From an optimization exercise on the open Yosys and OpenROAD flow, aimed at small area, a short achievable clock period and few clock cycles per item; shortcuts taken in it are not production practice.
At most, simulation tests tie the RTL to the original design; equivalence was not proved.
For runs 1, 3 and 5 to 7, only the layout was checked, not whether the RTL still works.

==> flow/design.v <==
module calc_alu64 (
  input  wire        clk,
  input  wire        rst,
  input  wire        in_valid,
  output wire        in_ready,
  input  wire [1:0]  op,         
  input  wire [63:0] a,
  input  wire [63:0] b,
  output reg         out_valid,
  output wire [63:0] result
);
  localparam OP_ADD = 2'd0, OP_SUB = 2'd1, OP_MUL = 2'd2, OP_DIV = 2'd3;
  reg        rdy;      
  reg        v;        
  reg        ms;       
  reg        ds;       
  reg [1:0]  opr;
  reg        qz;       
  reg        sw;       
  reg        inv;      
  reg [3:0]  sh;       
  reg [6:0]  cnt;      
  reg [67:0] X;        
  reg [66:0] Y;        
  reg [63:0] R;        
  reg        yp;       
  assign in_ready = rdy;
  assign result   = R;
  function automatic [6:0] lod64(input [63:0] x);    
    reg [63:0] vv;
    reg [383:0] pp;      
    integer lvl, i;
    begin
      vv = x;
      pp = 384'd0;
      for (lvl = 0; lvl < 6; lvl = lvl + 1) begin
        for (i = 0; i < (32 >> lvl); i = i + 1) begin
          if (vv[2*i+1])
            pp[6*i +: 6] = pp[6*(2*i+1) +: 6] | (6'd1 << lvl);
          else
            pp[6*i +: 6] = pp[6*(2*i) +: 6];
          vv[i] = vv[2*i+1] | vv[2*i];
        end
      end
      lod64 = {vv[0], pp[5:0]};
    end
  endfunction
  wire [6:0] la = lod64(a);
  wire [6:0] lb = lod64(b);
  wire [6:0] dpos = {1'b0, la[5:0]} - {1'b0, lb[5:0]};    
  wire       b_longer = dpos[6] | (lb[6] & ~la[6]);
  wire       in_qz = ~lb[6] | b_longer;
  wire [67:0] asum = X + ({1'b0, Y} ^ {68{inv}}) + {67'd0, inv};
  wire        q    = ~asum[67];          
  wire [63:0] mc = sw ? Y[63:0] : X[63:0];
  wire [63:0] mp = sw ? X[63:0] : Y[63:0];
  wire one0 = mp[0] ^ yp;
  wire two0 = (mp[1] & ~mp[0] & ~yp) | (~mp[1] & mp[0] & yp);
  wire neg0 = mp[1];
  wire one1 = mp[2] ^ mp[1];
  wire two1 = (mp[3] & ~mp[2] & ~mp[1]) | (~mp[3] & mp[2] & mp[1]);
  wire neg1 = mp[3];
  wire [63:0] m0   = ({64{one0}} & mc) | ({64{two0}} & {mc[62:0], 1'b0});
  wire [63:0] m1   = ({64{one1}} & mc) | ({64{two1}} & {mc[62:0], 1'b0});
  wire [63:0] pp0  = m0 ^ {64{neg0}};
  wire [63:0] pp1  = {m1[61:0], 2'b00} ^ {64{neg1}};
  wire [63:0] racc = v ? 64'd0 : R;
  wire [63:0] cs_s = racc ^ pp0 ^ pp1;
  wire [63:0] cs_c = (racc & pp0) | (racc & pp1) | (pp0 & pp1);
  wire [63:0] msum = cs_s + {cs_c[62:0], neg0} + {63'd0, neg1};
  wire        mlast = (mp[63:3] == 61'd0);    
  wire        mnext = (mp[63:7] == 57'd0);    
  wire [66:0] yshift = {Y[63:0], 3'b000} << {sh, 2'b00};
  wire is_mul = (opr == OP_MUL);
  wire is_div = (opr == OP_DIV);
  wire one_cycle = ~opr[1] | (opr[0] & qz);    
  always @(posedge clk) begin
    if (rst) begin
      rdy       <= 1'b1;
      v         <= 1'b0;
      ms        <= 1'b0;
      ds        <= 1'b0;
      out_valid <= 1'b0;
    end else begin
      v         <= rdy & in_valid;
      ms        <= (v & is_mul & ~mlast) | (ms & ~rdy);
      ds        <= (v & is_div & ~qz) | (ds & ~rdy);
      out_valid <= (v & (one_cycle | (is_mul & mlast))) | ((ms | ds) & rdy);
      if (rdy)
        rdy <= ~in_valid | ~op[1] | (op[0] & in_qz);
      else if (v)
        rdy <= is_mul & mnext;    
      else if (ms)
        rdy <= mnext;
      else
        rdy <= (cnt == 7'd2);
    end
  end
  always @(posedge clk) begin
    if (rdy) begin
      opr <= op;
      inv <= op[0];
      qz  <= in_qz;
      sw  <= b_longer;
      sh  <= dpos[5:2];
    end else if (ds) begin
      inv <= q;
    end
    cnt <= ds ? cnt - 7'd1 : {1'b0, sh, 2'b00} + 7'd4;
    yp  <= ((v & is_mul) | ms) & mp[3];
    if (rdy) begin
      X <= {4'd0, a};
      Y <= {3'd0, b};
    end else if (v & is_div) begin
      Y <= yshift;
    end else if (v | ms) begin
      if (sw) begin
        X <= {8'd0, X[63:4]};
        Y <= {Y[62:0], 4'b0000};
      end else begin
        X <= {X[63:0], 4'b0000};
        Y <= {4'b0000, Y[66:4]};
      end
    end else if (ds) begin
      X <= asum;
      Y <= {1'b0, Y[66:1]};
    end
    if (v & ~is_mul)
      R <= (~opr[1]) ? asum[63:0] : 64'd0;
    else if (ds)
      R <= {R[62:0], q};
    else
      R <= msum;
  end
endmodule
==> flow/run.sh <==
#!/bin/bash
# synth_recipe.tcl (not shown) runs the flow's synth.tcl, then flattens the netlist and writes it again
# the make line also repeats each setting of config.mk as NAME=value (left out here)
make -C /OpenROAD-flow-scripts/flow DESIGN_CONFIG=/design/flow/config.mk WORK_HOME=/design/flow/orfs CLKGATE_MAP_FILE= SYNTH_SCRIPT=/design/flow/synth_recipe.tcl finish
==> flow/config.mk <==
export PLATFORM = sky130hd
export DESIGN_NAME = calc_alu64
export DESIGN_NICKNAME = calc_alu64
export VERILOG_FILES = /design/flow/design.v
export SDC_FILE = /design/flow/constraint.sdc
export NUM_CORES = 4
export LEC_CHECK = 0
export ABC_CLOCK_PERIOD_IN_PS = 3000
export CAP_MARGIN = 20
export CORE_MARGIN = 2
export CORE_UTILIZATION = 40
export PLACE_DENSITY = 0.6
export SETUP_SLACK_MARGIN = 5
export SLEW_MARGIN = 20
==> flow/constraint.sdc <==
create_clock -name core_clock -period 10.0 [get_ports {clk}]
set_input_delay 2.0000 -clock core_clock [delete_from_list [all_inputs] [get_ports {clk}]]
set_output_delay 2.0000 -clock core_clock [all_outputs]
set_load 0.01 [all_outputs]
==> results of run 1 <==
[kinds of logic after synthesis]
kind of cell             share of synthesized area, %
AO/OA/AOI/OAI                                    30.6
AND/OR/NAND/NOR                                  17.0
buffers and inverters                            6.95
XOR/XNOR                                         7.64
adder cells (fa/ha/maj)                          11.7
flip-flops                                       19.0
multiplexers                                     7.17
[layout by cell type, fill, tap and decap left out, types with 46 or more instances in the layout]
cell,instances
dfxtp_1,82
maj3_1,56
mux2i_1,138
nor2b_1,69
nand3_1,46
a21o_1,63
xor2_1,125
a21oi_1,445
a22oi_1,73
fa_1,63
buf_4,135
o22ai_1,136
o21ai_0,323
nor2_1,248
nor3_1,95
clkdlybuf4s50_1,158
ha_1,100
edfxtp_1,137
xnor2_1,132
inv_1,173
nand2_1,386
[registers in the layout, summed over array words and instances, names as in the netlist]
| name | cells |
|---|---|
| X | 68 |
| Y | 67 |
| R | 64 |
| cnt | 7 |
| sh | 4 |
| opr | 2 |
| ds | 1 |
| inv | 1 |
| ms | 1 |
| out_valid | 1 |
| qz | 1 |
| rdy | 1 |
| sw | 1 |
| v | 1 |
| yp | 1 |
[metal layers]
layer,part of all wire (%),wire length (µm)
met5,0.0099,13
met4,5.5,7250
met3,9.7,12800
met2,42,55800
met1,42,55900
[layout make-up]
cell class              instances  share of cell area, %
multi-input cells            3343                   65.2
repair buffers                385                   10.9
inverters                     181                   1.85
clock buffers                  41                   2.48
well taps                     978                   3.26
clock inverters                21                  0.833
flip-flops and latches        221                   15.4
repair inverters                1                 0.0233
[stage by stage]
stage	utilization [%]	instance area, µm²
2_1_floorplan	-	30600
4_1_cts	48.2	36500
6_report	49.5	37500
3_3_place_gp	43.4	32900
3_5_place_dp	43.4	32900
5_1_grt	49.5	37500
[synthesized netlist by cell type, types with 18 or more instances]
master / n / area, µm²
a221oi_1: 21 / 184
nand3_1: 52 / 260
clkbuf_1: 281 / 1050
nand2b_1: 32 / 200
o21ai_0: 371 / 1860
and3_1: 18 / 113
nor2b_1: 74 / 463
maj3_1: 56 / 561
xor2_1: 128 / 1120
mux2_2: 37 / 417
nand4_1: 42 / 263
a21o_1: 63 / 473
nor3_1: 102 / 510
edfxtp_1: 137 / 4110
ha_1: 137 / 1710
a22oi_1: 78 / 586
dfxtp_1: 84 / 1680
nor2_1: 268 / 1010
xnor2_1: 136 / 1190
buf_1: 37 / 139
a21oi_1: 499 / 2500
o21a_1: 23 / 173
nand2_1: 397 / 1490
inv_1: 179 / 672
a211oi_1: 47 / 353
mux2i_1: 148 / 1480
a31oi_1: 43 / 269
o22ai_1: 139 / 870
o21bai_1: 27 / 203
fa_1: 65 / 1300
buf_2: 24 / 120
o211ai_1: 36 / 270
nor4_1: 49 / 307
[timing repair]
action / CTS / global route
hold endpoints to repair: 0 / 0
setup endpoints to repair: 74 / 57
resized for setup: 324 / 185
cloned: 18 / 3
pin swaps: 87 / 79
setup buffers: 84 / 32
[final timing paths]
| kind | endpoint | from | slack (ns) | cells after the start |
|---|---|---|---|---|
| setup reg to reg | R[52]$_DFF_P_ | sw$_DFFE_PP_ | 4.76 | 24 |
| hold / removal | cnt[0]$_SDFF_PN0_ | cnt[0]$_SDFF_PN0_ | 0.46 | 1 |
| hold reg to reg | cnt[0]$_SDFF_PN0_ | cnt[0]$_SDFF_PN0_ | 0.46 | 1 |
| setup / recovery | R[52]$_DFF_P_ | sw$_DFFE_PP_ | 4.76 | 24 |
==> results.cfg, run 1 <==
[clocking]
clk_pin_slew_ns = 0.06
clock_sinks = 221
hold_buffers = 0
root_buffer = clkbuf_16
cts_buffer_depth = 3
h-tree-depth = 2
tritoncts = yes
clk_latency_ns = 0.59
cts_buffers = 34

[global_route]
grtUsageMet1_pct = 45.2
grtUsageTotal_pct = 32.0
top_usage_layer = met2
grt_max_degree = 93
grt_overflow = 0
antenna_found_initial = 2
grt_pass1_vias = 30200
grt_pass1_wl_um = 192000
use_met3_pct = 5.13
gr-usage-met2_pct = 47.0

[worst_hold_path]
min_path_type = reg2reg

[sta]
final.setup.tns_ns = 0
worst_pin_slew_ns = 1.06
period_share_pct = 52.4
rsz0062_at_grt = yes
clock.fmax_mhz = 191
fin_hold_ws_ns = 0.463
fin_crit_ns = 5.24
final_max_slew_viol_count = 0
max_slew_margin_pct = 28.3
finalSetupViolCount = 0
timing.final.ws_setup_ns = 4.76
final.setup_skew_ns = 0.0321
hold_violations = 0

[placement]
globalplace.congestion = 1.00
hpwlAfterDp_um = 95300
dp.cells = 4972
pre_cts_ws_ns = 3.24
portBuffers = 198

[route]
num_vias = 33100
drtIter0Drc = 4722
firstDrtPassIters = 6
viasPerCell = 6.39
drc = 0
wl_um = 132000
wire_per_inst_um = 25.5
drtAntennaViolNets = 0

[yosys]
syn_area_um2 = 30600
synth_nets = 4434
synth_ff_type = edfxtp_1
synth_edf_count = 137
syn_inst = 4099
async_flop_share_pct = 0
ys_types = 118
yosys_warnings = 1
ys_ff_latch = 221
syn_avg_cell_area_um2 = 7.46
ys_seq_area_share_pct = 19.0

[final_layout]
final_cell_count_no_fill = 5171
multiInputGateArea_um2 = 24500
n_fill_cell = 7468
final_nets = 4502
diodes = 0
regArea_um2 = 5800
layout-drive-gt1-share_pct = 15.1
syn_to_final_growth_pct = 22.8

[flow_run]
maxCapViolations = 0

[critical_path]
crit_family = compound AO/OA/AOI/OAI gates
path_buf_inv = 6
end_kind = flip-flop
cp.arrival_ns = 5.69
slowest_stage = mux4_2
crit_chain = buf_6 -> buf_12 -> mux2i_4 -> xor2_4 -> buf_12 -> a21oi_4 -> xnor2_2 -> ha_1 -> mux4_2 -> inv_2 -> fa_2 -> nor2b_4 -> o31a_1 -> o311ai_4 -> nand2_2 -> o41ai_4 -> buf_6 -> o31ai_4 -> a211oi_2 -> o21a_1 -> buf_4 -> xnor2_1 -> mux2i_1 -> o22ai_1
crit_path_max_incr_delay_ns = 0.54
crit_path_start_kind = flip-flop
criticalPathCategory = reg2reg
worstPathMaxFanout = 6
crit_required_ns = 10.45

[die]
start_util_pct = 40.3
die-area_um2 = 78600
core_area_um2 = 75800
die_w_um = 280
io_pins = 199
die_h_um = 280
rows = 101

[run_status]
outcome = finished clean
==> run 2: changes to the inputs <==
--- a/flow/design.v
+++ b/flow/design.v
@@ -16,7 +16,6 @@
   reg        ds;       
   reg [1:0]  opr;
   reg        qz;       
-  reg        sw;       
   reg        inv;      
   reg [3:0]  sh;       
   reg [6:0]  cnt;      
@@ -50,10 +49,19 @@
   wire [6:0] dpos = {1'b0, la[5:0]} - {1'b0, lb[5:0]};    
   wire       b_longer = dpos[6] | (lb[6] & ~la[6]);
   wire       in_qz = ~lb[6] | b_longer;
+  function automatic [7:0] bytes_nz(input [63:0] x);
+    integer i;
+    for (i = 0; i < 8; i = i + 1) bytes_nz[i] = |x[8*i +: 8];
+  endfunction
+  wire [7:0] ba = bytes_nz(a);
+  wire [7:0] bb = bytes_nz(b);
+  wire [7:0] ba_s = ba | {1'b0, ba[7:1]} | {2'b0, ba[7:2]} | {3'b0, ba[7:3]} |
+                    {4'b0, ba[7:4]} | {5'b0, ba[7:5]} | {6'b0, ba[7:6]} | {7'b0, ba[7]};
+  wire       swap = (op == OP_MUL) & |(bb & ~ba_s);
   wire [67:0] asum = X + ({1'b0, Y} ^ {68{inv}}) + {67'd0, inv};
   wire        q    = ~asum[67];          
-  wire [63:0] mc = sw ? Y[63:0] : X[63:0];
-  wire [63:0] mp = sw ? X[63:0] : Y[63:0];
+  wire [63:0] mc = X[63:0];
+  wire [63:0] mp = Y[63:0];
   wire one0 = mp[0] ^ yp;
   wire two0 = (mp[1] & ~mp[0] & ~yp) | (~mp[1] & mp[0] & yp);
   wire neg0 = mp[1];
@@ -101,7 +109,6 @@
       opr <= op;
       inv <= op[0];
       qz  <= in_qz;
-      sw  <= b_longer;
       sh  <= dpos[5:2];
     end else if (ds) begin
       inv <= q;
@@ -109,18 +116,13 @@
     cnt <= ds ? cnt - 7'd1 : {1'b0, sh, 2'b00} + 7'd4;
     yp  <= ((v & is_mul) | ms) & mp[3];
     if (rdy) begin
-      X <= {4'd0, a};
-      Y <= {3'd0, b};
+      X <= {4'd0, swap ? b : a};
+      Y <= {3'd0, swap ? a : b};
     end else if (v & is_div) begin
       Y <= yshift;
     end else if (v | ms) begin
-      if (sw) begin
-        X <= {8'd0, X[63:4]};
-        Y <= {Y[62:0], 4'b0000};
-      end else begin
-        X <= {X[63:0], 4'b0000};
-        Y <= {4'b0000, Y[66:4]};
-      end
+      X <= {X[63:0], 4'b0000};
+      Y <= {4'b0000, Y[66:4]};
     end else if (ds) begin
       X <= asum;
       Y <= {1'b0, Y[66:1]};
==> results.cfg, run 2 <==
[yosys]
syn_inst = 4099
synth_ff_type = edfxtp_1
muxShareOfSynthArea_pct = 7.26
async_flop_share_pct = 0
synth-xor-area-share_pct = 6.17
yosysMostFrequentCell = nand2_1
netlist_top_cells_count = nand2_1, a21oi_1, o21ai_0, nor2_1, clkbuf_1
synth_top_family_by_area = compound AO/OA/AOI/OAI gates
yosysTopAreaCell = edfxtp_1
ys_types = 84
synthAdderAreaFrac_pct = 10.3
synth_compound_area_share_pct = 29.7
synth_nets = 4434
ys_seq_area_share_pct = 19.7
synth.top_cell.area_share_pct = 14.0
syn_area_um2 = 29200
synth_edf_count = 136
ys_ff_latch = 220
synthSimpleGateAreaFrac_pct = 19.7
netlist_top_cells_area = edfxtp_1, a21oi_1, nand2_1, mux2i_1, ha_1
syn_avg_cell_area_um2 = 7.13
yosys_warnings = 1

[critical_path]
r2r_slack_ns = 4.92
crit_required_ns = 10.32
reg2reg_from = Y[0]$_DFFE_PP_
crit_start = a[38]
end_kind = flip-flop
reg2reg_depth = 20
r2r-end = R[59]$_DFF_P_
cp.arrival_ns = 5.44
worstPathMaxFanout = 16
criticalPathCategory = in2reg
crit_path_start_kind = input port

[clocking]
cts_buffer_depth = 3
cts_buffers = 31
clk_latency_ns = 0.62
clk_pin_slew_ns = 0.06
tritoncts = yes
hold_buffers = 0
root_buffer = clkbuf_16
clock_sinks = 220
h-tree-depth = 1

[global_route]
grt_max_degree = 80
grtUsageTotal_pct = 33.7
grt_pass1_vias = 29600
antenna_found_initial = 1
grt_overflow = 0
grt_pass1_wl_um = 193000

[run_status]
outcome = finished clean

[die]
start_util_pct = 40.3
rows = 99
core_area_um2 = 72600
die_h_um = 274
io_pins = 199
die-area_um2 = 75200
die_w_um = 274

[sta]
worst_pin_slew_ns = 1.20
clock.fmax_mhz = 195
fin_crit_ns = 5.12
final_max_slew_viol_count = 0
final.setup_skew_ns = 0.0301
finalSetupViolCount = 0
period_share_pct = 51.2
hold_violations = 0
final.setup.tns_ns = 0
rsz0062_at_grt = yes
max_slew_margin_pct = 19.2

[flow_run]
maxCapViolations = 0

[final_layout]
layout-drive-gt1-share_pct = 8.74
final_nets = 4444
largest_reg_flops = 68
final_common_cell = nand2_1
final_cell_count_no_fill = 5092
reg_top3 = X x68, Y x67, R x64
final_cell_mix = nand2_1, a21oi_1, o21ai_0, nor2_1, clkdlybuf4s50_1
n_fill_cell = 7305
fin_area_um2 = 34600
syn_to_final_growth_pct = 18.6
regMostFlops = X

[route]
num_vias = 32900
viasPerCell = 6.45
wl_um = 135000
drc = 0
wire_per_inst_um = 26.5
drtAntennaViolNets = 0
firstDrtPassIters = 8
drtIter0Drc = 4673

[worst_hold_path]
hold_end = cnt[0]$_SDFF_PN0_
hp-start = cnt[0]$_SDFF_PN0_
min_path_type = reg2reg
holdPathStages = 1

[placement]
post_dp_cell_area_um2 = 31500
hpwlAfterDp_um = 94900
dp.cells = 4953
portBuffers = 198
globalplace.congestion = 0.994
## run 2: cell count changes in the layout (fill, tap and decap cells not counted), sizes merged, moves of 29 or more
cell           delta
a22oi            +69
and3             +37
buf              -69
clkdlybuf4s50    +34
maj3             -56
mux2i            +29
nand2           +260
nor2b            -44
nor3             -42
o21ai            -42
o22ai           -102
xnor2            -43
## run 2: how the worst max path moves through the flow
stage | end | slack [ns] | cells past startpoint
floorplan | R[59]$_DFF_P_ | 5.03 | 20
global placement | X[41]$_DFFE_PP_ | 3.31 | 11
finish | Y[45]$_DFFE_PP_ | 4.88 | 12
global route | R[59]$_DFF_P_ | 4.76 | 18
detailed placement | X[41]$_DFFE_PP_ | 3.27 | 11
CTS | R[63]$_DFF_P_ | 4.98 | 20
## run 2: timing repair
action / 4_1_cts / 5_1_grt
pin swaps: 15 / 27
gates cloned: 15 / 10
resized for setup: 134 / 100
setup endpoints to repair: 195 / 119
buffers inserted: 30 / 27
## run 2: per-layer routing
layer	global-route usage [%]	wire [µm]	vias to the layer above	part of all wire, %
met4	16.0	7640	0	5.7
met3	4.47	13800	372	10
li1	-	-	14800	-
met1	47.9	55600	15600	41
met2	50.3	57700	2096	43
met5	0	0	-	0
## run 2: area by class of cell
| class | instances | area [µm²] | area share [%] |
|---|---|---|---|
| Tap cell | 959 | 1200 | 3.46 |
| Multi-Input combinational cell | 3341 | 22200 | 64.2 |
| Clock inverter | 13 | 95.1 | 0.274 |
| Clock buffer | 43 | 872 | 2.52 |
| Antenna cell | 1 | 2.50 | 0.00722 |
| Timing Repair Buffer | 329 | 3760 | 10.9 |
| Sequential cell | 220 | 5780 | 16.7 |
| Inverter | 186 | 702 | 2.03 |
## run 2: logic make-up (layout without fill, tap and decap cells)
kind of cell,after synthesis,in the layout
AO/OA/AOI/OAI,1409,1409
XOR/XNOR,206,206
adder cells (fa/ha/maj),202,202
buffers and inverters,539,571
flip-flops,220,220
multiplexers,206,206
other,0,1
AND/OR/NAND/NOR,1317,1318
## run 2: metrics by stage
step | utilization [%] | setup slack, ns | hold WS [ns]
after floorplan | - | 5.03 | 0.433
after global placement | 43.4 | 3.31 | 0.460
after detailed placement | 43.4 | 3.27 | 0.466
after CTS | 46.6 | 4.98 | 0.480
after global routing | 47.7 | 4.76 | 0.501
final | 47.7 | 4.88 | 0.475
## run 2: critical path, cell delays in order
cell and delay, ns:
clkdlybuf4s50_1 0.62, nor4_2 0.58, nand3_2 0.22, nor2_4 0.28, and4_4 0.30, nand2_2 0.11
a311oi_4 0.27, buf_6 0.19, buf_4 0.17, clkbuf_16 0.22, mux2i_1 0.35, a21oi_1 0.11
Testbench counts of run 2, summed over its fixed seeds: cycles 24,695, items 4,800.
==> run 3: changes to the inputs <==
--- a/flow/design.v
+++ b/flow/design.v
@@ -15,14 +15,13 @@
   reg        ms;       
   reg        ds;       
   reg [1:0]  opr;
-  reg        qz;       
+  reg [6:0]  la, lb;   
+  reg [5:0]  bc;       
   reg        inv;      
-  reg [3:0]  sh;       
   reg [6:0]  cnt;      
   reg [67:0] X;        
   reg [66:0] Y;        
   reg [63:0] R;        
-  reg        yp;       
   assign in_ready = rdy;
   assign result   = R;
   function automatic [6:0] lod64(input [63:0] x);    
@@ -44,11 +43,6 @@
       lod64 = {vv[0], pp[5:0]};
     end
   endfunction
-  wire [6:0] la = lod64(a);
-  wire [6:0] lb = lod64(b);
-  wire [6:0] dpos = {1'b0, la[5:0]} - {1'b0, lb[5:0]};    
-  wire       b_longer = dpos[6] | (lb[6] & ~la[6]);
-  wire       in_qz = ~lb[6] | b_longer;
   function automatic [7:0] bytes_nz(input [63:0] x);
     integer i;
     for (i = 0; i < 8; i = i + 1) bytes_nz[i] = |x[8*i +: 8];
@@ -57,17 +51,19 @@
   wire [7:0] bb = bytes_nz(b);
   wire [7:0] ba_s = ba | {1'b0, ba[7:1]} | {2'b0, ba[7:2]} | {3'b0, ba[7:3]} |
                     {4'b0, ba[7:4]} | {5'b0, ba[7:5]} | {6'b0, ba[7:6]} | {7'b0, ba[7]};
-  wire       swap = (op == OP_MUL) & |(bb & ~ba_s);
+  wire       b_above = |(bb & ~ba_s);
+  wire       swap = (op == OP_MUL) & b_above;
+  wire       in_qf = b_above | ~|bb;
+  function automatic [5:0] booth(input [3:0] p, input pb);
+    booth = {p[0] ^ pb, (p[1] & ~p[0] & ~pb) | (~p[1] & p[0] & pb), p[1],
+             p[2] ^ p[1], (p[3] & ~p[2] & ~p[1]) | (~p[3] & p[2] & p[1]), p[3]};
+  endfunction
   wire [67:0] asum = X + ({1'b0, Y} ^ {68{inv}}) + {67'd0, inv};
   wire        q    = ~asum[67];          
   wire [63:0] mc = X[63:0];
   wire [63:0] mp = Y[63:0];
-  wire one0 = mp[0] ^ yp;
-  wire two0 = (mp[1] & ~mp[0] & ~yp) | (~mp[1] & mp[0] & yp);
-  wire neg0 = mp[1];
-  wire one1 = mp[2] ^ mp[1];
-  wire two1 = (mp[3] & ~mp[2] & ~mp[1]) | (~mp[3] & mp[2] & mp[1]);
-  wire neg1 = mp[3];
+  wire one0 = bc[5], two0 = bc[4], neg0 = bc[3];
+  wire one1 = bc[2], two1 = bc[1], neg1 = bc[0];
   wire [63:0] m0   = ({64{one0}} & mc) | ({64{two0}} & {mc[62:0], 1'b0});
   wire [63:0] m1   = ({64{one1}} & mc) | ({64{two1}} & {mc[62:0], 1'b0});
   wire [63:0] pp0  = m0 ^ {64{neg0}};
@@ -78,6 +74,9 @@
   wire [63:0] msum = cs_s + {cs_c[62:0], neg0} + {63'd0, neg1};
   wire        mlast = (mp[63:3] == 61'd0);    
   wire        mnext = (mp[63:7] == 57'd0);    
+  wire [6:0]  dpos   = {1'b0, la[5:0]} - {1'b0, lb[5:0]};    
+  wire        qz     = ~lb[6] | ~la[6] | dpos[6];
+  wire [3:0]  sh     = dpos[5:2];
   wire [66:0] yshift = {Y[63:0], 3'b000} << {sh, 2'b00};
   wire is_mul = (opr == OP_MUL);
   wire is_div = (opr == OP_DIV);
@@ -95,9 +94,9 @@
       ds        <= (v & is_div & ~qz) | (ds & ~rdy);
       out_valid <= (v & (one_cycle | (is_mul & mlast))) | ((ms | ds) & rdy);
       if (rdy)
-        rdy <= ~in_valid | ~op[1] | (op[0] & in_qz);
+        rdy <= ~in_valid | ~op[1] | (op[0] & in_qf);
       else if (v)
-        rdy <= is_mul & mnext;    
+        rdy <= is_mul ? mnext : qz;    
       else if (ms)
         rdy <= mnext;
       else
@@ -108,13 +107,16 @@
     if (rdy) begin
       opr <= op;
       inv <= op[0];
-      qz  <= in_qz;
-      sh  <= dpos[5:2];
+      la  <= lod64(a);
+      lb  <= lod64(b);
     end else if (ds) begin
       inv <= q;
     end
     cnt <= ds ? cnt - 7'd1 : {1'b0, sh, 2'b00} + 7'd4;
-    yp  <= ((v & is_mul) | ms) & mp[3];
+    if (rdy)
+      bc <= swap ? booth(a[3:0], 1'b0) : booth(b[3:0], 1'b0);
+    else
+      bc <= booth(Y[7:4], Y[3]);
     if (rdy) begin
       X <= {4'd0, swap ? b : a};
       Y <= {3'd0, swap ? a : b};
==> results.cfg, run 3 <==
[yosys]
yosysTopAreaCell = edfxtp_1
netlist_top_cells_count = nand2_1, a21oi_1, nor2_1, clkbuf_1, o21ai_0
synth_nets = 4082
syn_area_um2 = 28900
synth.top_cell.area_share_pct = 15.1
ys_ff_latch = 234
ys_seq_area_share_pct = 21.3
syn_inst = 3745
syn_avg_cell_area_um2 = 7.71
ys_types = 88
synth_edf_count = 145
netlist_top_cells_area = edfxtp_1, nand2_1, dfxtp_1, ha_1, a21oi_1
async_flop_share_pct = 0
yosysMostFrequentCell = nand2_1
yosys_warnings = 1
synth_ff_type = edfxtp_1

[route]
drc = 0
viasPerCell = 6.34
drtAntennaViolNets = 0
firstDrtPassIters = 6
wl_um = 124000
num_vias = 30100
drtIter0Drc = 3996
wire_per_inst_um = 26.1

[critical_path]
end_kind = flip-flop
reg2reg_depth = 13
worstPathMaxFanout = 15
crit_chain = clkdlybuf4s50_1 -> nor4_4 -> nand2_1 -> o41ai_2 -> a21oi_2 -> buf_4 -> nor3b_4 -> buf_4 -> buf_12 -> mux2i_1 -> a21oi_1
worst_path_most_repeated_cell = buf_4
crit_family = buffers and inverters
criticalPathCategory = in2reg
crit_required_ns = 10.31
cp.arrival_ns = 5.29
path_buf_inv = 4
crit_path_start_kind = input port
slowest_stage = clkdlybuf4s50_1
crit_cells = 11
r2r_slack_ns = 5.11
crit_path_max_incr_delay_ns = 0.59

[global_route]
antenna_found_initial = 4
grt_pass1_vias = 28300
grtUsageTotal_pct = 32.0
grt_overflow = 0
grt_max_degree = 84
grt_pass1_wl_um = 182000

[sta]
final_max_slew_viol_count = 0
final.setup.tns_ns = 0
clock.fmax_mhz = 201
max_slew_margin_pct = 29.4
worst_pin_slew_ns = 1.06
timing.final.ws_setup_ns = 5.01
fin_hold_ws_ns = 0.473
rsz0062_at_grt = yes
finalSetupViolCount = 0
fin_crit_ns = 4.99
final.setup_skew_ns = 0.0519
period_share_pct = 49.9
hold_violations = 0

[final_layout]
layout-drive-gt1-share_pct = 6.17
syn_to_final_growth_pct = 14.3
largest_reg_flops = 68
final_nets = 4107
reg_top3 = X x68, Y x67, R x64
fin_area_um2 = 33000
regMostFlops = X
final_cell_mix = nand2_1, a21oi_1, nor2_1, clkdlybuf4s50_1, o21ai_0
final_common_cell = nand2_1

[placement]
post_dp_cell_area_um2 = 31400
portBuffers = 198
globalplace.congestion = 0.958
pre_cts_ws_ns = 3.52
hpwlAfterDp_um = 92900

[clocking]
cts_buffers = 29
clock_sinks = 234
clk_latency_ns = 0.63
hold_buffers = 0
tritoncts = yes
clk_pin_slew_ns = 0.06
cts_buffer_depth = 3
h-tree-depth = 1
root_buffer = clkbuf_16

[run_status]
outcome = finished clean

[die]
die_h_um = 273
io_pins = 199
start_util_pct = 40.4
die-area_um2 = 74300
rows = 98
die_w_um = 273
core_area_um2 = 71500

[worst_hold_path]
holdPathStages = 1
min_path_type = reg2reg

[flow_run]
maxCapViolations = 0
[run 3: final timing paths]
check	end	start
hold reg to reg	cnt[0]$_SDFF_PN0_	cnt[0]$_SDFF_PN0_
setup / recovery	X[41]$_DFFE_PP_	a[25]
setup reg to reg	X[59]$_DFFE_PP_	inv$_DFFE_PP_
hold / removal	cnt[0]$_SDFF_PN0_	cnt[0]$_SDFF_PN0_
[run 3: timing repair]
action / 4_1_cts / 5_1_grt
gates cloned: 2 / 1
pin swaps: 3 / 6
hold endpoints to repair: 0 / 0
gates resized for setup: 31 / 69
setup buffers: 6 / 6
setup endpoints to repair: 149 / 116
[run 3: per-layer routing]
metal,up-vias,GRT usage [%],share of wire [%]
li1,13600,-,-
met5,-,0,0.0081
met1,14300,45.4,43
met2,1800,47.3,42
met4,2,15.3,5.4
met3,311,5.11,9.8
[run 3: kinds of logic after synthesis]
kind of cell | Yosys count | synth area share [%]
compound gates | 1169 | 26.1
buf+inv | 448 | 6.07
flops | 234 | 21.3
mux | 148 | 6.70
xor+xnor | 331 | 10.0
fa+ha+maj | 204 | 10.5
simple gates | 1211 | 19.3
[run 3: per-stage QoR]
step | utilization, % | std cells
2_1_floorplan | - | 3745
3_3_place_gp | 44.0 | 4674
3_5_place_dp | 44.0 | 4674
4_1_cts | 45.6 | 4736
5_1_grt | 46.1 | 4744
6_report | 46.2 | 4745
[run 3: worst reg2reg max path, cell delays in order (launching register included)]
cell	delay (ns)
edfxtp_1	0.36
buf_4	0.38
xor2_1	0.36
ha_1	0.40
a21oi_1	0.33
o211ai_1	0.24
a22oi_1	0.39
o211ai_1	0.22
o211a_1	0.28
o21ai_1	0.55
a21oi_1	0.21
or3_1	0.38
a31oi_1	0.39
mux2i_1	0.13
[run 3: cell type report]
type / instances / area, µm²
multi-input cells: 3065 / 21400
inverters: 182 / 684
diodes: 2 / 5.00
fillers: 7152 / 38500
repair buffers: 258 / 2620
clock buffers: 35 / 758
flip-flops and latches: 234 / 6150
well taps: 950 / 1190
clock inverters: 19 / 224
==> run 4: changes to the inputs <==
--- a/flow/design.v
+++ b/flow/design.v
@@ -58,7 +58,28 @@
     booth = {p[0] ^ pb, (p[1] & ~p[0] & ~pb) | (~p[1] & p[0] & pb), p[1],
              p[2] ^ p[1], (p[3] & ~p[2] & ~p[1]) | (~p[3] & p[2] & p[1]), p[3]};
   endfunction
-  wire [67:0] asum = X + ({1'b0, Y} ^ {68{inv}}) + {67'd0, inv};
+  function automatic [67:0] bkadd(input [67:0] x, input [67:0] y, input c);
+    reg [68:0] g, p, G, P;    
+    integer i, d;
+    begin
+      g = {x & y, c};
+      p = {x ^ y, 1'b0};
+      G = g;
+      P = p;
+      for (d = 1; d < 69; d = d * 2)
+        for (i = 2*d - 1; i < 69; i = i + 2*d) begin
+          G[i] = G[i] | (P[i] & G[i-d]);
+          P[i] = P[i] & P[i-d];
+        end
+      for (d = 64; d >= 1; d = d / 2)
+        for (i = 3*d - 1; i < 69; i = i + 2*d) begin
+          G[i] = G[i] | (P[i] & G[i-d]);
+          P[i] = P[i] & P[i-d];
+        end
+      bkadd = p[68:1] ^ G[67:0];
+    end
+  endfunction
+  wire [67:0] asum = bkadd(X, {1'b0, Y} ^ {68{inv}}, inv);
   wire        q    = ~asum[67];          
   wire [63:0] mc = X[63:0];
   wire [63:0] mp = Y[63:0];
@@ -71,7 +92,8 @@
   wire [63:0] racc = v ? 64'd0 : R;
   wire [63:0] cs_s = racc ^ pp0 ^ pp1;
   wire [63:0] cs_c = (racc & pp0) | (racc & pp1) | (pp0 & pp1);
-  wire [63:0] msum = cs_s + {cs_c[62:0], neg0} + {63'd0, neg1};
+  wire [67:0] msum_w = bkadd({4'd0, cs_s}, {4'd0, cs_c[62:0], neg0}, neg1);
+  wire [63:0] msum = msum_w[63:0];
   wire        mlast = (mp[63:3] == 61'd0);    
   wire        mnext = (mp[63:7] == 57'd0);    
   wire [6:0]  dpos   = {1'b0, la[5:0]} - {1'b0, lb[5:0]};    
==> results.cfg, run 4 <==
[critical_path]
crit_required_ns = 10.32
end_kind = flip-flop
cp.arrival_ns = 5.37
criticalPathCategory = in2reg
worstPathMaxFanout = 38
slowest_stage = or4_1
crit_path_max_incr_delay_ns = 0.64
crit_chain = clkdlybuf4s50_1 -> or4_1 -> o211ai_1 -> a31oi_1 -> o221a_1 -> o21ai_4 -> a211o_4 -> inv_2 -> buf_16 -> a21oi_2 -> a21oi_1
crit_path_start_kind = input port

[sta]
finalSetupViolCount = 0
clock.fmax_mhz = 198
period_share_pct = 50.5
fin_crit_ns = 5.05
final.setup_skew_ns = 0.0139
worst_pin_slew_ns = 1.04
max_slew_margin_pct = 30.4
final.setup.tns_ns = 0
final_max_slew_viol_count = 0
rsz0062_at_grt = yes
timing.final.ws_setup_ns = 4.95
hold_violations = 0

[die]
start_util_pct = 40.3
die_w_um = 261
io_pins = 199
rows = 94
die_h_um = 261
core_area_um2 = 65600
die-area_um2 = 68100

[route]
met2WireLength_um = 48100
dr.max_layer_used = met4
viasPerCell = 6.24
wl_um = 112000
firstDrtPassIters = 6
drtIter0Drc = 3863
drc = 0
num_vias = 26400
wire_per_inst_um = 26.6
wl_met1_um = 46300
wl_met3_um = 12200
drtAntennaViolNets = 0

[run_status]
outcome = finished clean

[yosys]
yosysMostFrequentCell = nand2_1
yosysTopAreaCell = edfxtp_1
synth_ff_type = edfxtp_1
async_flop_share_pct = 0
yosys_warnings = 1
ys_ff_latch = 234
netlist_top_cells_area = edfxtp_1, fa_1, dfxtp_1, mux2i_1, ha_1
synth.top_cell.area_share_pct = 16.5
netlist_top_cells_count = nand2_1, a21oi_1, nor2_1, mux2i_1, xor2_1
syn_inst = 3199
ys_seq_area_share_pct = 23.2
syn_avg_cell_area_um2 = 8.26
synth_nets = 3598
ys_types = 76
syn_area_um2 = 26400
synth_edf_count = 145

[placement]
portBuffers = 198
pre_cts_ws_ns = 3.38
hpwlAfterDp_um = 78600
globalplace.congestion = 0.997

[global_route]
grt_pass1_vias = 24200
antenna_found_initial = 5
grt_overflow = 0
grt_max_degree = 78
grtUsageTotal_pct = 31.0
grt_pass1_wl_um = 160000

[final_layout]
layout-drive-gt1-share_pct = 7.60
final_cell_mix = nand2_1, a21oi_1, nor2_1, clkdlybuf4s50_1, mux2i_1
regMostFlops = X
reg_top3 = X x68, Y x67, R x64
largest_reg_flops = 68
final_common_cell = nand2_1
final_nets = 3731
syn_to_final_growth_pct = 18.7

[clocking]
tritoncts = yes
hold_buffers = 0
clk_pin_slew_ns = 0.06
cts_buffers = 31
root_buffer = clkbuf_16
clk_latency_ns = 0.61
clock_sinks = 234
h-tree-depth = 1
cts_buffer_depth = 3

[flow_run]
maxCapViolations = 0

[worst_hold_path]
min_path_type = reg2reg
run 4: layer usage:
layer,vias up,global-route usage (%)
li1,11800,-
met1,12700,44.4
met2,1618,46.0
met3,284,5.85
met4,0,12.3
met5,-,0
run 4: cell type report:
cell class,instances,area [µm²]
multi-input combinational,2595,19200
fill,6465,34300
sequential,234,6170
clock buffer,36,795
inverter,157,591
tap,864,1080
clock inverter,21,231
antenna,4,10.0
timing repair buffer,313,3260
run 4: per-stage QoR:
stage	hold slack, ns	util [%]	instances	cell area, µm²
after floorplan	0.433	-	3199	26400
after global placement	0.448	44.2	4083	29000
after detailed placement	0.458	44.2	4083	29000
after CTS	0.468	46.3	4150	30400
after global routing	0.489	47.8	4224	31400
final	0.470	47.8	4224	31400
run 4: cells by family after synthesis:
logic type / count (synthesis) / share of synthesized area (%)
flip-flops: 234 / 23.2
buffers and inverters: 373 / 5.55
AO/OA/AOI/OAI: 858 / 20.9
XOR/XNOR: 274 / 9.11
multiplexers: 190 / 7.45
AND/OR/NAND/NOR: 1004 / 17.6
adder cells (fa/ha/maj): 266 / 16.2
run 4: final timing paths:
kind                      startpoint  slack (ns)            endpoint  cells past startpoint
setup reg to reg      Y[4]$_DFFE_PP_        5.05     X[30]$_DFFE_PP_                     16
setup / recovery                b[1]        4.95     X[56]$_DFFE_PP_                     11
hold / removal    X[64]$_SDFFE_PP0P_        0.47  X[64]$_SDFFE_PP0P_                      2
hold reg to reg   X[64]$_SDFFE_PP0P_        0.47  X[64]$_SDFFE_PP0P_                      2
run 4: repair_timing:
action	in CTS	in global routing
endpoints found under the hold margin	0	0
pin swaps	5	9
setup buffers	6	59
gates resized for setup	50	51
setup endpoints to repair	174	141
cloned	4	11
run 4: worst max-delay path, delay by kind of cell:
kind	cells	cell delay [ns]
AOI/OAI and AO/OA	7	1.76
and+or+nand+nor	1	0.64
buffers and inverters	3	0.92
Testbench counts of run 4, summed over its fixed seeds: cycles 24,761, items 4,800.
==> run 5: changes to the inputs <==
--- a/flow/design.v
+++ b/flow/design.v
@@ -54,6 +54,7 @@
   wire       b_above = |(bb & ~ba_s);
   wire       swap = (op == OP_MUL) & b_above;
   wire       in_qf = b_above | ~|bb;
+  wire       in_m1 = (b[63:3] == 61'd0) | ((a[63:3] == 61'd0) & b_above);
   function automatic [5:0] booth(input [3:0] p, input pb);
     booth = {p[0] ^ pb, (p[1] & ~p[0] & ~pb) | (~p[1] & p[0] & pb), p[1],
              p[2] ^ p[1], (p[3] & ~p[2] & ~p[1]) | (~p[3] & p[2] & p[1]), p[3]};
@@ -116,7 +117,7 @@
       ds        <= (v & is_div & ~qz) | (ds & ~rdy);
       out_valid <= (v & (one_cycle | (is_mul & mlast))) | ((ms | ds) & rdy);
       if (rdy)
-        rdy <= ~in_valid | ~op[1] | (op[0] & in_qf);
+        rdy <= ~in_valid | ~op[1] | (op[0] ? in_qf : in_m1);
       else if (v)
         rdy <= is_mul ? mnext : qz;    
       else if (ms)
@@ -126,11 +127,11 @@
     end
   end
   always @(posedge clk) begin
+    la  <= lod64(a);    
+    lb  <= lod64(b);
     if (rdy) begin
       opr <= op;
       inv <= op[0];
-      la  <= lod64(a);
-      lb  <= lod64(b);
     end else if (ds) begin
       inv <= q;
     end
==> flow/flow/run.sh (new file) <==
#!/bin/bash
set -euo pipefail
bash standard.sh "BUFFER_PORTS_ARGS=-buffer_cell sky130_fd_sc_hd__buf_2" SETUP_SLACK_MARGIN=5.8 finish > flow_make.log 2>&1
==> flow/standard.sh (new file) <==
#!/bin/bash
# synth_recipe.tcl (not shown) runs the flow's synth.tcl, then flattens the netlist and writes it again
# the make line also repeats each setting of config.mk as NAME=value (left out here)
make -C /OpenROAD-flow-scripts/flow DESIGN_CONFIG=/design/flow/config.mk WORK_HOME=/design/flow/orfs CLKGATE_MAP_FILE= SYNTH_SCRIPT=/design/flow/synth_recipe.tcl "${@:-finish}"
removed: flow/run.sh
==> results.cfg, run 5 <==
[clocking]
cts_buffer_depth = 3
clk_latency_ns = 0.57
clock_sinks = 234
cts_buffers = 34
root_buffer = clkbuf_16
h-tree-depth = 2
tritoncts = yes
clk_pin_slew_ns = 0.07

[sta]
fin_crit_ns = 4.80
rsz0062_at_grt = yes
fin_hold_ws_ns = 0.479
final.setup.tns_ns = 0
final.setup_skew_ns = 0.0236
hold_violations = 0
period_share_pct = 48.0
clock.fmax_mhz = 208
timing.final.ws_setup_ns = 5.20
final_max_slew_viol_count = 0
max_slew_margin_pct = 21.4
worst_pin_slew_ns = 1.15
finalSetupViolCount = 0

[critical_path]
cp.arrival_ns = 5.22
criticalPathCategory = reg2reg
crit_path_start_kind = flip-flop
end_kind = flip-flop
worstPathMaxFanout = 16
crit_required_ns = 10.42
r2r_slack_ns = 5.20

[final_layout]
largest_reg_flops = 68
regMostFlops = X
n_fill_cell = 5897
fin_area_um2 = 33500
final_common_cell = nand2_1
reg_top3 = X x68, Y x67, R x64
final_nets = 3776
final_cell_mix = nand2_1, nor2_1, a21oi_1, buf_2, buf_4
syn_to_final_growth_pct = 28.3
layout-drive-gt1-share_pct = 26.0

[route]
wire_per_inst_um = 28.0
drtAntennaViolNets = 0
wl_um = 119000
drtIter0Drc = 3921
num_vias = 27300
drc = 0
viasPerCell = 6.42
firstDrtPassIters = 7

[yosys]
synthAdderAreaFrac_pct = 16.4
synth_compound_area_share_pct = 21.9
netlist_top_cells_count = nand2_1, a21oi_1, nor2_1, xor2_1, clkbuf_1
synth_top_family_by_area = compound AO/OA/AOI/OAI gates
yosysMostFrequentCell = nand2_1
ys_types = 87
ys_ff_latch = 234
netlist_top_cells_area = edfxtp_1, fa_1, dfxtp_1, ha_1, nand2_1
synth.top_cell.area_share_pct = 15.0
syn_inst = 3111
synth_nets = 3510
synth_edf_count = 131
muxShareOfSynthArea_pct = 7.33
syn_area_um2 = 26100
synth-xor-area-share_pct = 9.34
yosys_warnings = 1
async_flop_share_pct = 0
synthSimpleGateAreaFrac_pct = 16.7
synth_ff_type = edfxtp_1
syn_avg_cell_area_um2 = 8.40
ys_seq_area_share_pct = 22.9
yosysTopAreaCell = edfxtp_1

[die]
die_h_um = 260
rows = 93
io_pins = 199
die-area_um2 = 67400
start_util_pct = 40.5
core_area_um2 = 64600
die_w_um = 260

[global_route]
grt_pass1_vias = 26000
antenna_found_initial = 3
grtUsageTotal_pct = 33.3
grt_pass1_wl_um = 169000
grt_overflow = 0
grt_max_degree = 84

[worst_hold_path]
min_path_type = reg2reg

[placement]
post_dp_cell_area_um2 = 27900
globalplace.congestion = 1.04
hpwlAfterDp_um = 77700
pre_cts_ws_ns = 4.20
portBuffers = 198

[run_status]
outcome = finished clean

[flow_run]
maxCapViolations = 0
-- run 5: cell types whose count changed in the layout (fill, tap and decap cells not counted), moves of 28 or more --
cell | before | now
a21oi_2 | 6 | 35
o21ai_0 | 135 | 97
fa_2 | 0 | 28
nand3_1 | 54 | 26
buf_6 | 0 | 32
nand2_1 | 453 | 331
buf_4 | 90 | 166
buf_2 | 0 | 191
mux2i_1 | 178 | 127
a22oi_2 | 4 | 34
fa_1 | 127 | 99
clkdlybuf4s50_1 | 198 | 0
-- run 5: worst paths after layout --
path                                         from           endpoint  depth (start not counted)
worst min-delay path            cnt[0]$_SDFF_PN0_  cnt[0]$_SDFF_PN0_                          1
worst min register to register  cnt[0]$_SDFF_PN0_  cnt[0]$_SDFF_PN0_                          1
worst max-delay path                bc[4]$_DFF_P_      R[61]$_DFF_P_                         20
worst max register to register      bc[4]$_DFF_P_      R[61]$_DFF_P_                         20
-- run 5: worst max-delay path, stage by stage, from the launching register on --
cell       delay, ns
dfxtp_4         0.44
buf_12          0.19
a22oi_2         0.08
xor2_1          0.17
fa_1            0.58
inv_2           0.05
ha_4            0.26
nand4_1         0.18
nor3_4          0.29
buf_4           0.15
a22oi_2         0.08
a2111oi_4       0.38
nor2_1          0.10
o21a_2          0.26
o21ai_4         0.26
a211o_1         0.24
nand3_1         0.09
nand2_1         0.09
fa_2            0.44
mux2i_2         0.21
o21ai_1         0.10
-- run 5: cells by family (layout without fill, tap and decap cells) --
group | after synthesis | after routing
and+or+nand+nor | 937 | 938
AOI/OAI and AO/OA | 877 | 877
buffers and inverters | 360 | 651
xor gates and xnor gates | 278 | 278
adders and majority gates | 266 | 266
DFF | 234 | 234
muxes | 159 | 159
other | 0 | 1
-- run 5: repair_timing --
| action | in CTS | in global routing |
|---|---|---|
| gates resized for setup | 213 | 269 |
| pin swaps | 136 | 174 |
| cloned | 21 | 13 |
| hold buffers | 0 | 0 |
| endpoints found under the setup margin | 259 | 160 |
| setup buffers | 119 | 60 |
-- run 5: routing by layer --
layer / GRT usage, % / up-vias / wire length [µm]
met1: 44.6 / 13100 / 46400
met4: 17.1 / 4 / 8340
li1: - / 11800 / -
met2: 48.9 / 1979 / 49800
met5: 0 / - / 21
met3: 9.28 / 490 / 14800
-- run 5: per-stage QoR --
step           util [%]  std cells
2_1_floorplan         -       3111
3_3_place_gp       43.2       3983
3_5_place_dp       43.2       3983
4_1_cts            49.0       4185
5_1_grt            51.9       4259
6_report           51.9       4259
-- run 5: layout make-up --
type	instances	area [µm²]	share of cell area [%]
clock inverters	17	230	0.687
multi-input cells	2518	20700	61.7
clock buffers	45	986	2.94
repair buffers	447	3990	11.9
flip-flops and latches	234	6030	18.0
inverters	142	538	1.60
well taps	855	1070	3.19
diodes	1	2.50	0.00746
==> run 6: changes to the inputs <==
==> flow/flow/run.sh (replaced) <==
#!/bin/bash
set -euo pipefail
bash standard.sh "BUFFER_PORTS_ARGS=-buffer_cell sky130_fd_sc_hd__buf_2" SETUP_SLACK_MARGIN=6.2 finish > flow_make.log 2>&1
==> results.cfg, run 6 <==
[run_status]
outcome = finished clean

[yosys]
synth.top_cell.area_share_pct = 15.0
netlist_top_cells_area = edfxtp_1, fa_1, dfxtp_1, ha_1, nand2_1
ys_types = 87
synth-xor-area-share_pct = 9.34
yosysTopAreaCell = edfxtp_1
synth_edf_count = 131
synthSimpleGateAreaFrac_pct = 16.7
syn_avg_cell_area_um2 = 8.40
muxShareOfSynthArea_pct = 7.33
ys_ff_latch = 234
synth_compound_area_share_pct = 21.9
yosysMostFrequentCell = nand2_1
async_flop_share_pct = 0
synth_nets = 3510
syn_inst = 3111
synthAdderAreaFrac_pct = 16.4
yosys_warnings = 1
synth_ff_type = edfxtp_1
synth_top_family_by_area = compound AO/OA/AOI/OAI gates
ys_seq_area_share_pct = 22.9
netlist_top_cells_count = nand2_1, a21oi_1, nor2_1, xor2_1, clkbuf_1
syn_area_um2 = 26100

[sta]
final.setup_skew_ns = 0.0256
fin_crit_ns = 4.86
period_share_pct = 48.6
final_max_slew_viol_count = 0
worst_pin_slew_ns = 1.27
max_slew_margin_pct = 15.2
rsz0062_at_grt = yes
hold_violations = 0
final.setup.tns_ns = 0
finalSetupViolCount = 0
clock.fmax_mhz = 206
fin_hold_ws_ns = 0.475

[global_route]
grt_pass1_wl_um = 181000
grtUsageTotal_pct = 36.2
grt_pass1_vias = 26900
grt_max_degree = 74
antenna_found_initial = 3
grt_overflow = 0

[route]
num_vias = 28100
wire_per_inst_um = 29.4
wl_um = 127000
viasPerCell = 6.50
drtIter0Drc = 4174
drc = 0
firstDrtPassIters = 9
drtAntennaViolNets = 0

[clocking]
cts_buffer_depth = 3
clk_latency_ns = 0.57
root_buffer = clkbuf_16
hold_buffers = 0
tritoncts = yes
h-tree-depth = 2
clk_pin_slew_ns = 0.06
cts_buffers = 35
clock_sinks = 234

[final_layout]
regMostFlops = X
multiInputGateArea_um2 = 21600
regArea_um2 = 6030
syn_to_final_growth_pct = 35.2
fin_area_um2 = 35300
final_nets = 3834
final_cell_mix = nand2_1, nor2_1, buf_2, a21oi_1, buf_4
n_fill_cell = 5740
largest_reg_flops = 68
reg_top3 = X x68, Y x67, R x64
postLayoutCoreUtil_pct = 54.7
layout-drive-gt1-share_pct = 31.0
final_cell_count_no_fill = 4316
final_common_cell = nand2_1

[placement]
hpwlAfterDp_um = 79800
globalplace.congestion = 1.04
post_dp_cell_area_um2 = 28100
portBuffers = 198
dp.cells = 3984

[worst_hold_path]
holdPathStages = 1
min_path_type = reg2reg
hp-start = cnt[0]$_SDFF_PN0_

[die]
die-area_um2 = 67400
die_h_um = 260
core_area_um2 = 64600
io_pins = 199
start_util_pct = 40.5
rows = 93
die_w_um = 260

[critical_path]
slowest_stage = edfxtp_1
crit_cells = 22
crit_path_max_incr_delay_ns = 0.59
cp.arrival_ns = 5.26
crit_chain = a22oi_2 -> xor2_1 -> fa_1 -> inv_2 -> ha_4 -> nand4_1 -> nor3_4 -> o211ai_1 -> buf_4 -> a2111oi_4 -> nor2_1 -> o21a_2 -> buf_4 -> buf_6 -> o21ai_4 -> a21o_1 -> a21oi_2 -> fa_2 -> xor2_1 -> nor2_1 -> a21oi_1 -> o22ai_1
crit_start = X[11]$_DFFE_PP_
criticalPathCategory = reg2reg
path_buf_inv = 4
reg2reg_depth = 22
crit_path_start_kind = flip-flop
crit_family = compound AO/OA/AOI/OAI gates
reg2reg_from = X[11]$_DFFE_PP_
crit_required_ns = 10.40
end_kind = flip-flop
worstPathMaxFanout = 5

[flow_run]
maxCapViolations = 0
run 6: logic make-up after synthesis:
group / count (synthesis)
flip-flops: 234
buffers and inverters: 360
AND/OR/NAND/NOR: 937
AO/OA/AOI/OAI: 877
XOR/XNOR: 278
adder cells (fa/ha/maj): 266
multiplexers: 159
run 6: path summary, 6_finish.rpt:
check	end	slack (ns)
setup / recovery	R[38]$_DFF_P_	5.14
hold / removal	cnt[0]$_SDFF_PN0_	0.48
setup reg to reg	R[38]$_DFF_P_	5.14
hold reg to reg	cnt[0]$_SDFF_PN0_	0.48
run 6: metrics by stage:
step / worst slack [ns]
global placement: 4.34
finish: 5.14
detailed placement: 4.37
floorplan: 5.83
CTS: 5.31
global route: 4.93
run 6: layer usage:
metal	vias to the layer above	GRT usage (%)	part of all wire [%]
met4	0	23.4	8.0
met5	-	0.356	0
met2	2116	51.4	41
met1	13400	47.3	38
met3	637	11.3	13
li1	11900	-	-
run 6: area by class of cell:
| cell class | count | area share (%) |
|---|---|---|
| diodes | 1 | 0.00708 |
| clock buffers | 48 | 2.79 |
| clock inverters | 14 | 0.379 |
| inverters | 142 | 1.54 |
| multi-input cells | 2519 | 61.1 |
| flip-flops and latches | 234 | 17.1 |
| well taps | 855 | 3.03 |
| repair buffers | 503 | 14.1 |
run 6: timing repair:
item                                   CTS  global route
buffers inserted                       171            52
cloned                                  44             2
pin swaps                              179           144
gates resized for setup                405           258
endpoints found under the hold margin    0             0
setup endpoints to repair              270           266
==> run 7: changes to the inputs <==
--- a/flow/design.v
+++ b/flow/design.v
@@ -127,11 +127,11 @@
     end
   end
   always @(posedge clk) begin
-    la  <= lod64(a);    
-    lb  <= lod64(b);
     if (rdy) begin
       opr <= op;
       inv <= op[0];
+      la  <= lod64(a);
+      lb  <= lod64(b);
     end else if (ds) begin
       inv <= q;
     end
==> flow/flow/run.sh (replaced) <==
#!/bin/bash
set -euo pipefail
bash standard.sh "BUFFER_PORTS_ARGS=-buffer_cell sky130_fd_sc_hd__buf_2" SETUP_SLACK_MARGIN=5.5 finish > flow_make.log 2>&1
==> results.cfg, run 7 <==
[run_status]
outcome = finished clean

[sta]
finalSetupViolCount = 0
final.setup_skew_ns = 0.0192
hold_violations = 0
timing.final.ws_setup_ns = 5.32
max_slew_margin_pct = 20.2
final_max_slew_viol_count = 0
final.setup.tns_ns = 0
fin_hold_ws_ns = 0.469
period_share_pct = 46.8
clock.fmax_mhz = 214
rsz0062_at_grt = yes
worst_pin_slew_ns = 1.20
fin_crit_ns = 4.68

[critical_path]
worstPathMaxFanout = 5
crit_required_ns = 10.41
criticalPathCategory = reg2reg
end_kind = flip-flop
crit_chain = buf_4 -> a22oi_2 -> xor2_1 -> fa_1 -> inv_1 -> ha_4 -> nand2_4 -> o21ai_4 -> a221oi_2 -> o31ai_2 -> buf_4 -> a21oi_4 -> nand2b_4 -> o21bai_4 -> a21oi_2 -> inv_2 -> a21oi_4 -> o21bai_4 -> fa_2 -> xnor2_2 -> nor2_1 -> a21oi_2 -> o22ai_1
cp.arrival_ns = 5.09
path_buf_inv = 4
crit_family = compound AO/OA/AOI/OAI gates
crit_path_max_incr_delay_ns = 0.54
crit_path_start_kind = flip-flop
slowest_stage = edfxtp_1

[clocking]
root_buffer = clkbuf_16
cts_buffers = 34
clk_pin_slew_ns = 0.06
h-tree-depth = 2
clk_latency_ns = 0.56
cts_buffer_depth = 3
clock_sinks = 234
tritoncts = yes

[yosys]
yosysMostFrequentCell = a21oi_1
ys_types = 71
syn_inst = 3096
syn_area_um2 = 26400
netlist_top_cells_count = a21oi_1, nand2_1, nor2_1, mux2i_1, xor2_1
netlist_top_cells_area = edfxtp_1, fa_1, mux2i_1, dfxtp_1, ha_1
synth.top_cell.area_share_pct = 16.5
syn_avg_cell_area_um2 = 8.53
yosys_warnings = 1
async_flop_share_pct = 0
ys_seq_area_share_pct = 23.2
ys_ff_latch = 234
synth_nets = 3495
yosysTopAreaCell = edfxtp_1
synth_ff_type = edfxtp_1
synth_edf_count = 145

[die]
die-area_um2 = 68100
start_util_pct = 40.3
die_h_um = 261
io_pins = 199
die_w_um = 261
core_area_um2 = 65600
rows = 94

[route]
drtIter0Drc = 4028
num_vias = 26700
drtAntennaViolNets = 0
drc = 0
wl_um = 113000
firstDrtPassIters = 6
wire_per_inst_um = 26.8
viasPerCell = 6.35

[final_layout]
fin_area_um2 = 32700
regMostFlops = X
final_common_cell = nand2_1
syn_to_final_growth_pct = 23.7
layout-drive-gt1-share_pct = 22.0
final_nets = 3710
reg_top3 = X x68, Y x67, R x64
largest_reg_flops = 68
final_cell_mix = nand2_1, a21oi_1, buf_2, nor2_1, mux2i_1

[global_route]
grt_pass1_wl_um = 162000
antenna_found_initial = 3
grt_max_degree = 94
grtUsageTotal_pct = 31.6
grt_overflow = 0
grt_pass1_vias = 25100

[placement]
post_dp_cell_area_um2 = 28000
globalplace.congestion = 0.986
portBuffers = 198
hpwlAfterDp_um = 75900
pre_cts_ws_ns = 3.65

[worst_hold_path]
min_path_type = reg2reg

[flow_run]
maxCapViolations = 0
-- run 7: metal layers --
metal  vias up  global-route usage (%)  share of wire [%]
met5         -                   0.486              0.016
met4         2                    15.3                6.1
met3       410                    6.72                 12
met2      1852                    46.5                 42
met1     12800                    44.0                 40
li1      11700                       -                  -
-- run 7: cell type report --
cell class                      count  area (µm²)
Clock buffer                       42         955
Sequential cell                   234        6170
Fill cell                        6184       32900
Antenna cell                        2        5.00
Clock inverter                     19         144
Multi-Input combinational cell   2501       20400
Tap cell                          864        1080
Timing Repair Buffer              394        3410
Inverter                          146         549
-- run 7: cells by family after synthesis --
family / share of synthesized area, %
adder cells (fa/ha/maj): 16.2
flip-flops: 23.2
buffers and inverters: 5.57
AO/OA/AOI/OAI: 21.2
multiplexers: 8.96
AND/OR/NAND/NOR: 15.6
XOR/XNOR: 9.27
-- run 7: worst register-to-register path: cells and delay by family, from the launching register on --
kind                     cells  cell delay (ns)
AND/OR/NAND/NOR              3             0.33
adder cells (fa/ha/maj)      3             1.09
flip-flops                   1             0.54
XOR/XNOR                     2             0.41
buffers and inverters        4             0.56
AO/OA/AOI/OAI               11             1.59
-- run 7: timing repair --
item | in CTS | in global routing
resized for setup | 201 | 187
pin swaps | 83 | 123
setup buffers | 90 | 45
hold buffers | 0 | 0
gates cloned | 17 | 10
endpoints found under the setup margin | 192 | 160
-- run 7: final timing paths --
| check | from | end | slack [ns] | cells past startpoint |
|---|---|---|---|---|
| worst max-delay path | X[9]$_DFFE_PP_ | R[46]$_DFF_P_ | 5.32 | 23 |
| worst min-delay path | X[64]$_SDFFE_PP0P_ | X[64]$_SDFFE_PP0P_ | 0.47 | 2 |
| worst max register to register | X[9]$_DFFE_PP_ | R[46]$_DFF_P_ | 5.32 | 23 |
| worst min register to register | X[64]$_SDFFE_PP0P_ | X[64]$_SDFFE_PP0P_ | 0.47 | 2 |
-- run 7: per-stage QoR --
stage | util, % | cells
CTS | 47.7 | 4145
global placement | 42.6 | 3977
detailed placement | 42.6 | 3977
floorplan | - | 3096
global route | 49.8 | 4201
finish | 49.8 | 4202

## separate check: timing with driven ports
The results above use ideal ports. As a check the final layouts listed here were re-extracted and re-timed, cells and wires unchanged. Step 1 (the two cells are an assumption about what drives the block):
set clk [get_ports {clk}]
set_driving_cell -lib_cell sky130_fd_sc_hd__clkbuf_16 $clk
set_driving_cell -lib_cell sky130_fd_sc_hd__buf_2 [delete_from_list [all_inputs] $clk]
Step 2 times the ports against the registers' clock, not the clock port: input delays grow and output delays shrink by t, the midpoint of the rising clock arrivals with the driver on. Three values: ideal, step 1, step 2; two values: the first two.
run | t (ns) | setup WS [ns] | worst hold slack (ns) | worst setup path after step 2 | clock arrival spread, ns
run 1 | 0.639 | 4.760 / 4.760 / 4.405 | 0.463 / 0.463 / 0.463 | input to register | 0.032 / 0.032
run 2 | 0.672 | 4.882 / 4.919 / 4.255 | 0.475 / 0.475 / 0.475 | input to register | 0.030 / 0.030
run 3 | 0.673 | 5.015 / 5.060 / 4.387 | 0.473 / 0.473 / 0.473 | input to register | 0.052 / 0.052
run 4 | 0.663 | 4.954 / 4.985 / 4.321 | 0.470 / 0.470 / 0.470 | input to register | 0.015 / 0.015
run 5 | 0.626 | 5.202 / 5.202 / 5.067 | 0.479 / 0.479 / 0.479 | input to register | 0.024 / 0.024
run 6 | 0.628 | 5.145 / 5.145 / 5.055 | 0.475 / 0.475 / 0.475 | input to register | 0.025 / 0.026
run 7 | 0.613 | 5.319 / 5.319 / 4.869 | 0.469 / 0.469 / 0.469 | input to register | 0.019 / 0.019
After both steps every run listed still meets setup and hold. For run 4, which loses most, drivers alone change the setup slack by +0.031 ns; drivers and shift together by -0.633 ns.
